This is an optimization exercise on Yosys and OpenROAD, whose aim is small area, not a production implementation.
Only simulation tests tie the RTL to the original design; equivalence was not proved.
No activity file was given, so power comes from the tool's default toggle rates.

==> trial 37 <==
==> flow/design.v (excerpt) <==
module periph (
    input  wire        clk,
    input  wire        rst_n,
    input  wire        hreq,
    input  wire        hwrite,
    input  wire [1:0]  hsize,       
    input  wire [31:0] haddr,
    input  wire [31:0] hwdata,
    output wire        hready,
    output wire [31:0] hrdata,
    output wire [1:0]  hfault,
    output wire        scl_o,
    output wire        sda_o,
    input  wire        sda_p,
    output wire [13:0] fl_raddr,
    input  wire [31:0] fl_rdata,
    output wire [13:0] fl_waddr,
    output wire        fl_we,
    output wire [3:0]  fl_wstrb,
    output wire [31:0] fl_wdata,
    output wire        fl_erase_page,
    output wire        fl_erase_all
);
==> module periph_flc, before the edit <==
module periph_flc (
    input  wire        clk,
    input  wire        rst_n,
    input  wire        cmd_we,
    input  wire        addr_we,
    input  wire        data_we,
    input  wire        stat_we,
    input  wire [31:0] wdata,
    input  wire [15:0] rd_addr,
    output wire [13:0] fl_raddr,
    input  wire [31:0] fl_rdata,
    output wire [13:0] fl_waddr,
    output wire        fl_we,
    output wire [3:0]  fl_wstrb,
    output wire [31:0] fl_wdata,
    output wire        fl_erase_page,
    output wire        fl_erase_all,
    output wire [1:0]  rd_lane,
    output wire        busy_now_o,
    output wire [31:0] addr_reg,
    output wire [31:0] data_reg,
    output wire [12:0] stat
);
    reg        locked;
    reg        busy;
    reg        c_prog;       
    reg        c_wide;       
    reg [15:0] areg;
    reg [31:0] cur_data;
    reg [2:0]  pcnt;
    reg [31:0] addr;
    reg [31:0] data;
    reg        eop, pgerr, lockerr, addrerr, cmderr, busyerr;
    localparam [9:0] CNT_END   = 10'd0;
    localparam [9:0] SEED_200  = 10'd154;
    localparam [9:0] SEED_1000 = 10'd8;
    wire [9:0] cnt      = cur_data[9:0];
    wire [9:0] cnt_step = {cnt[8:0], ~(cnt[9] ^ cnt[6])};
    wire [3:0] w_op    = wdata[3:0];
    wire       w_hi0   = (wdata[31:4] == 28'd0);
    wire       w_lock  = w_hi0 && (w_op == 4'd1 || w_op == 4'd2);
    wire       w_mut   = w_hi0 && (w_op >= 4'd3 && w_op <= 4'd6);
    wire       in_win  = (addr[31:16] == 16'h0800);
    reg        w_addr_ok;
    always @(*) begin
        case (w_op[1:0])
            2'b11:   w_addr_ok = in_win && (addr[9:0] == 10'd0);    
            2'b01:   w_addr_ok = in_win && !addr[0];                
            2'b10:   w_addr_ok = in_win && (addr[1:0] == 2'b00);    
            default: w_addr_ok = 1'b1;                              
        endcase
    end
    wire [9:0] w_seed = w_op[0] ? SEED_200 : SEED_1000;    
    wire complete = busy && (c_prog ? (pcnt == 3'd0) : (cnt == CNT_END));
    wire busy_now = busy && !complete;
    wire accept   = cmd_we && !busy_now && w_mut && !locked && w_addr_ok;
    assign fl_raddr = areg[15:2];
    assign fl_waddr = areg[15:2];
    wire lo_ok      = (fl_rdata[15:0]  == 16'hFFFF);
    wire hi_ok      = (fl_rdata[31:16] == 16'hFFFF);
    wire tgt_ok     = (lo_ok || (!c_wide &&  areg[1])) &&
                      (hi_ok || (!c_wide && !areg[1]));
    wire pg_fail    = c_prog && !tgt_ok;
    assign fl_we         = complete && c_prog && !pg_fail;
    assign fl_erase_page = complete && !c_prog && !c_wide;
    assign fl_erase_all  = complete && !c_prog && c_wide;
    assign fl_wstrb      = {{2{c_wide | areg[1]}}, {2{c_wide | !areg[1]}}};
    assign fl_wdata      = cur_data;
    assign rd_lane       = areg[1:0];
    always @(posedge clk) begin
        pcnt <= accept ? {1'b1, w_op[1], w_op[1]} : pcnt - 3'd1;
        if (!busy_now) begin
            areg <= accept ? addr[15:0] : rd_addr;
        end
        if (accept) begin
            c_prog   <= w_op[2] && (w_op[1:0] != 2'b00);
            c_wide   <= w_op[2] && !w_op[0];
            cur_data <= {(w_op[1] ? data[31:16] : data[15:0]), data[15:10],
                         (w_op[2] && (w_op[1:0] != 2'b00)) ? data[9:0] : w_seed};
        end else if (!c_prog) begin
            cur_data[9:0] <= cnt_step;
        end
    end
    always @(posedge clk) begin
        if (!rst_n) begin
            locked    <= 1'b1;
            busy      <= 1'b0;
            addr      <= 32'd0;
            data      <= 32'd0;
            eop       <= 1'b0;
            pgerr     <= 1'b0;
            lockerr   <= 1'b0;
            addrerr   <= 1'b0;
            cmderr    <= 1'b0;
            busyerr   <= 1'b0;
        end else begin
            if (complete) begin
                if (pg_fail)
                    pgerr <= 1'b1;
                else
                    eop <= 1'b1;
                busy <= 1'b0;
            end
            if (cmd_we) begin
                if (busy_now)
                    busyerr <= 1'b1;
                else if (!w_lock && !w_mut)
                    cmderr <= 1'b1;
                else if (w_mut && locked)
                    lockerr <= 1'b1;
                else if (w_mut && !w_addr_ok)
                    addrerr <= 1'b1;
                else if (w_lock)
                    locked <= !w_op[0];
                else
                    busy <= 1'b1;
            end
            if (addr_we)
                addr <= wdata;
            if (data_we)
                data <= wdata;
            if (stat_we) begin
                if (wdata[2])  eop     <= 1'b0;
                if (wdata[8])  pgerr   <= 1'b0;
                if (wdata[9])  lockerr <= 1'b0;
                if (wdata[10]) addrerr <= 1'b0;
                if (wdata[11]) cmderr  <= 1'b0;
                if (wdata[12]) busyerr <= 1'b0;
            end
        end
    end
    assign busy_now_o = busy_now;
    assign addr_reg   = addr;
    assign data_reg   = data;
    assign stat       = {busyerr, cmderr, addrerr, lockerr, pgerr,
                         5'd0, eop, 1'b0, busy};
endmodule
clock: 10.0 ns
lec_check: 0
cap_margin: 20
core_margin: 2
core_utilization: 40
slew_margin: 20
standard.sh (not shown) runs the stock make flow with config.mk's settings and CLKGATE_MAP_FILE= SYNTH_SCRIPT=/design/flow/synth_recipe.tcl, a recipe that flattens the netlist after the stock synthesis.
==> flow/flow/run.sh <==
#!/bin/bash
# Layout flow: the standard layout on the standard synthesis, with
#  - the combinational logic of that synthesis re-mapped by ABC for area
#    (flip-flops untouched, same cells and names),
#  - the smallest buffer on every port,
#  - a clock tree of smaller buffers,
#  - no cells above x4 drive for the layout's repairs.
set -euo pipefail
cd "$(dirname "$0")/.."
W=$(pwd)
RES=$W/orfs/results/sky130hd/periph/base
LIB=$FLOW_HOME/platforms/sky130hd/lib/sky130_fd_sc_hd__tt_025C_1v80.lib
YOSYS=$(command -v yosys || echo $FLOW_HOME/../tools/install/yosys/bin/yosys)

export BUFFER_PORTS_ARGS="-buffer_cell sky130_fd_sc_hd__buf_1"
export CTS_ARGS="-sink_clustering_enable -repair_clock_nets -dont_use_dummy_load -buf_list sky130_fd_sc_hd__clkbuf_4 -sink_clustering_size 9 -sink_clustering_max_diameter 50"

bash standard.sh synth > flow_synth.log 2>&1

cp $RES/1_2_yosys.v $W/flow/std_1_2_yosys.v.txt
# several ABC scripts; keep the smallest netlist
best=""; best_area=""
for abc in flow/abc_*.abc; do
  n=$(basename $abc .abc)
  mkdir -p flow/$n
  sed -e "s|LIBFILE|$LIB|g" -e "s|NETLIST|$W/flow/std_1_2_yosys.v.txt|" \
      -e "s|ABCSCRIPT|$W/$abc|" -e "s|OUTFILE|$W/flow/$n/remap.v|" \
      flow/remap.ys > flow/$n/remap_run.ys
  if (cd flow/$n && $YOSYS -s remap_run.ys) > flow_remap_$n.log 2>&1; then
    a=$(grep "Chip area for module" flow/$n/post_stat.txt | grep -v sky130 | head -1 | awk '{print $NF}')
    echo "$n $a" >> flow_remap_areas.log
    if [[ -n "$a" ]] && { [[ -z "$best_area" ]] || python3 -c "import sys; sys.exit(0 if $a < $best_area else 1)"; }; then
      best=$n; best_area=$a
    fi
  fi
done
echo "best $best $best_area" >> flow_remap_areas.log
cp flow/$best/remap.v $RES/1_2_yosys.v
rm -f $RES/1_synth.odb $RES/1_synth.sdc

# the layout's repairs may not pick cells larger than the x4 buffer; the
# list also holds the platform's own don't-use cells, since a make
# command-line setting replaces the platform's list
DONT_USE="$(tr '\n' ' ' < flow/no_big_cells.txt)"
bash standard.sh "DONT_USE_CELLS=$DONT_USE" finish > flow_layout.log 2>&1
==> flow/flow/abc_a3.abc <==
strash
dch -f
amap 
mfs2
strash
dch -f
amap 
mfs2
strash
dch -f
amap 
mfs2
strash
dch -f
amap 
topo
==> flow/flow/abc_f20_3.abc <==
strash
dch -f
amap -F 20
mfs2
strash
dch -f
amap -F 20
mfs2
strash
dch -f
amap -F 20
mfs2
strash
dch -f
amap -F 20
topo
==> flow/flow/abc_f2_3.abc <==
strash
dch -f
amap -F 2
mfs2
strash
dch -f
amap -F 2
mfs2
strash
dch -f
amap -F 2
mfs2
strash
dch -f
amap -F 2
topo
==> flow/flow/abc_f4_3.abc <==
strash
dch -f
amap -F 4
mfs2
strash
dch -f
amap -F 4
mfs2
strash
dch -f
amap -F 4
mfs2
strash
dch -f
amap -F 4
topo
==> flow/flow/abc_f4_5.abc <==
strash
dch -f
amap -F 4
mfs2
strash
dch -f
amap -F 4
mfs2
strash
dch -f
amap -F 4
mfs2
strash
dch -f
amap -F 4
mfs2
strash
dch -f
amap -F 4
mfs2
strash
dch -f
amap -F 4
topo
==> flow/flow/abc_f4_6.abc <==
strash
dch -f
amap -F 4
mfs2
strash
dch -f
amap -F 4
mfs2
strash
dch -f
amap -F 4
mfs2
strash
dch -f
amap -F 4
mfs2
strash
dch -f
amap -F 4
mfs2
strash
dch -f
amap -F 4
mfs2
strash
dch -f
amap -F 4
topo
==> flow/flow/abc_f6_3.abc <==
strash
dch -f
amap -F 6
mfs2
strash
dch -f
amap -F 6
mfs2
strash
dch -f
amap -F 6
mfs2
strash
dch -f
amap -F 6
topo
==> flow/flow/abc_f6_6.abc <==
strash
dch -f
amap -F 6
mfs2
strash
dch -f
amap -F 6
mfs2
strash
dch -f
amap -F 6
mfs2
strash
dch -f
amap -F 6
mfs2
strash
dch -f
amap -F 6
mfs2
strash
dch -f
amap -F 6
mfs2
strash
dch -f
amap -F 6
topo
==> flow/flow/abc_f8_3.abc <==
strash
dch -f
amap -F 8
mfs2
strash
dch -f
amap -F 8
mfs2
strash
dch -f
amap -F 8
mfs2
strash
dch -f
amap -F 8
topo
==> flow/flow/abc_g10_6.abc <==
strash
dch -f
amap -F 10
mfs2
strash
dch -f
amap -F 10
mfs2
strash
dch -f
amap -F 10
mfs2
strash
dch -f
amap -F 10
mfs2
strash
dch -f
amap -F 10
mfs2
strash
dch -f
amap -F 10
mfs2
strash
dch -f
amap -F 10
topo
==> flow/flow/abc_g3_6.abc <==
strash
dch -f
amap -F 3
mfs2
strash
dch -f
amap -F 3
mfs2
strash
dch -f
amap -F 3
mfs2
strash
dch -f
amap -F 3
mfs2
strash
dch -f
amap -F 3
mfs2
strash
dch -f
amap -F 3
mfs2
strash
dch -f
amap -F 3
topo
Other scripts of this flow, unchanged in this note and not shown: flow/flow/no_big_cells.txt, flow/flow/remap.ys
==> build 66: changes against trial 37 <==
--- a/flow/design.v
+++ b/flow/design.v
@@ -228,14 +228,15 @@
     reg        c_wide;       
     reg [15:0] areg;
     reg [31:0] cur_data;
-    reg [2:0]  pcnt;
+    reg [9:0]  cnt;
     reg [31:0] addr;
     reg [31:0] data;
     reg        eop, pgerr, lockerr, addrerr, cmderr, busyerr;
     localparam [9:0] CNT_END   = 10'd0;
     localparam [9:0] SEED_200  = 10'd154;
     localparam [9:0] SEED_1000 = 10'd8;
-    wire [9:0] cnt      = cur_data[9:0];
+    localparam [9:0] SEED_5    = 10'd448;
+    localparam [9:0] SEED_8    = 10'd568;
     wire [9:0] cnt_step = {cnt[8:0], ~(cnt[9] ^ cnt[6])};
     wire [3:0] w_op    = wdata[3:0];
     wire       w_hi0   = (wdata[31:4] == 28'd0);
@@ -251,8 +252,16 @@
             default: w_addr_ok = 1'b1;                              
         endcase
     end
-    wire [9:0] w_seed = w_op[0] ? SEED_200 : SEED_1000;    
-    wire complete = busy && (c_prog ? (pcnt == 3'd0) : (cnt == CNT_END));
+    reg [9:0] w_seed;
+    always @(*) begin
+        case (w_op[1:0])
+            2'b11:   w_seed = SEED_200;
+            2'b00:   w_seed = SEED_1000;
+            2'b01:   w_seed = SEED_5;
+            default: w_seed = SEED_8;
+        endcase
+    end
+    wire complete = busy && (cnt == CNT_END);
     wire busy_now = busy && !complete;
     wire accept   = cmd_we && !busy_now && w_mut && !locked && w_addr_ok;
     assign fl_raddr = areg[15:2];
@@ -269,17 +278,14 @@
     assign fl_wdata      = cur_data;
     assign rd_lane       = areg[1:0];
     always @(posedge clk) begin
-        pcnt <= accept ? {1'b1, w_op[1], w_op[1]} : pcnt - 3'd1;
+        cnt <= accept ? w_seed : cnt_step;
         if (!busy_now) begin
             areg <= accept ? addr[15:0] : rd_addr;
         end
         if (accept) begin
             c_prog   <= w_op[2] && (w_op[1:0] != 2'b00);
             c_wide   <= w_op[2] && !w_op[0];
-            cur_data <= {(w_op[1] ? data[31:16] : data[15:0]), data[15:10],
-                         (w_op[2] && (w_op[1:0] != 2'b00)) ? data[9:0] : w_seed};
-        end else if (!c_prog) begin
-            cur_data[9:0] <= cnt_step;
+            cur_data <= {(w_op[1] ? data[31:16] : data[15:0]), data[15:0]};
         end
     end
     always @(posedge clk) begin
--- a/flow/flow/run.sh
+++ b/flow/flow/run.sh
@@ -13,7 +13,7 @@
 YOSYS=$(command -v yosys || echo $FLOW_HOME/../tools/install/yosys/bin/yosys)
 
 export BUFFER_PORTS_ARGS="-buffer_cell sky130_fd_sc_hd__buf_1"
-export CTS_ARGS="-sink_clustering_enable -repair_clock_nets -dont_use_dummy_load -buf_list sky130_fd_sc_hd__clkbuf_4 -sink_clustering_size 9 -sink_clustering_max_diameter 50"
+export CTS_ARGS="-sink_clustering_enable -repair_clock_nets -dont_use_dummy_load -buf_list sky130_fd_sc_hd__clkbuf_4 -sink_clustering_size 10 -sink_clustering_max_diameter 40"
 
 bash standard.sh synth > flow_synth.log 2>&1
 
==> flow/flow/abc_a2.abc (new file) <==
strash
dch -f
amap
mfs2
strash
dch -f
amap
mfs2
strash
dch -f
amap
topo
==> flow/flow/abc_a3.abc (replaced) <==
strash
dch -f
amap
mfs2
strash
dch -f
amap
mfs2
strash
dch -f
amap
mfs2
strash
dch -f
amap
topo
==> flow/flow/abc_a5.abc (new file) <==
strash
dch -f
amap
mfs2
strash
dch -f
amap
mfs2
strash
dch -f
amap
mfs2
strash
dch -f
amap
mfs2
strash
dch -f
amap
mfs2
strash
dch -f
amap
topo
==> flow/flow/abc_a6.abc (new file) <==
strash
dch -f
amap
mfs2
strash
dch -f
amap
mfs2
strash
dch -f
amap
mfs2
strash
dch -f
amap
mfs2
strash
dch -f
amap
mfs2
strash
dch -f
amap
mfs2
strash
dch -f
amap
topo
==> flow/flow/abc_ad3.abc (new file) <==
strash
dc2
strash
dch -f
amap
mfs2
strash
dch -f
amap
mfs2
strash
dch -f
amap
mfs2
strash
dch -f
amap
topo
==> flow/flow/abc_an4.abc (new file) <==
strash
dch
amap
mfs2
strash
dch
amap
mfs2
strash
dch
amap
mfs2
strash
dch
amap
mfs2
strash
dch -f
amap
topo
==> flow/flow/abc_m6.abc (new file) <==
strash
dch -f
map -a
mfs2
strash
dch -f
map -a
mfs2
strash
dch -f
map -a
mfs2
strash
dch -f
map -a
mfs2
strash
dch -f
map -a
mfs2
strash
dch -f
map -a
topo
==> flow/flow/abc_ma3.abc (new file) <==
strash
dch -f
map -a
mfs2
strash
dch -f
map -a
mfs2
strash
dch -f
map -a
mfs2
strash
dch -f
amap
topo
==> flow/flow/abc_md6.abc (new file) <==
strash
dc2
strash
dch -f
map -a
mfs2
strash
dch -f
map -a
mfs2
strash
dch -f
map -a
mfs2
strash
dch -f
map -a
mfs2
strash
dch -f
map -a
mfs2
strash
dch -f
map -a
topo
removed: flow/flow/abc_f20_3.abc
removed: flow/flow/abc_f2_3.abc
removed: flow/flow/abc_f4_3.abc
removed: flow/flow/abc_f4_5.abc
removed: flow/flow/abc_f4_6.abc
removed: flow/flow/abc_f6_3.abc
removed: flow/flow/abc_f6_6.abc
removed: flow/flow/abc_f8_3.abc
removed: flow/flow/abc_g10_6.abc
removed: flow/flow/abc_g3_6.abc
==> notes.md <==
GRT Util Overall = 27.7%
Status = no timing/DRC/antenna violations
Power Density = 142 mW/mm2
Pre-CTS setup slack = 3930 ps
P_int = 1.12 mW
TritonCTS Buffers = 35
Fin worst setup slack = 4410 ps
Number of non-clock buffers = 209
First-pass GRT wire length = 50900 um
Worst setup SP type = flop
Reg2reg end = u_i2cm.sh[7]$_DFFE_PP_
That was build 66.
==> notes.md <==
GRT Util Overall = 27.9%
Met3 usage = 6.99%
Worst setup SP type = input port
Reg2reg end = u_flc.cur_data[3]$_DFFE_PP_
Power Density = 138 mW/mm2
Pre-CTS setup slack = 3420 ps
First-pass GRT wire length = 50500 um
TritonCTS Buffers = 28
Multi-input gates = 615
Met2 usage = 42.0%
Status = no timing/DRC/antenna violations
Fin worst setup slack = 3960 ps
Number of non-clock buffers = 208
That was trial 37.

==> static timing again, ports no longer ideal <==
No port has a modelled driver above. Below, the same layouts with a new extraction and two added sets of constraints. Step 1 sets driving cells, clkbuf_16 on the clock port and buf_2 on the other inputs (assumed; they add their load-dependent delay and slew). Step 2 adds t to the input delays and takes it off the output delays; t is the mean of the earliest and latest rising clock arrival at the registers after step 1. Input paths then give back, and output paths get back, about the clock's delay inside the block. a / b / c = ideal ports / drivers / drivers and shift; a / b = the first two.
run | t (ns) | slack for setup (ns) | worst register clock-pin slew, ns | worst slew at a driven data input, ns
trial 37 | 0.702 | 3.962 / 3.979 / 3.278 | 0.11 / 0.11 | 0.06
build 66 | 0.654 | 4.405 / 4.359 / 3.902 | 0.11 / 0.11 | 0.06
After both steps every run listed still meets setup and hold. The setup slack of trial 37, which loses most, moves by +0.017 ns with the drivers and by -0.684 ns with both steps.
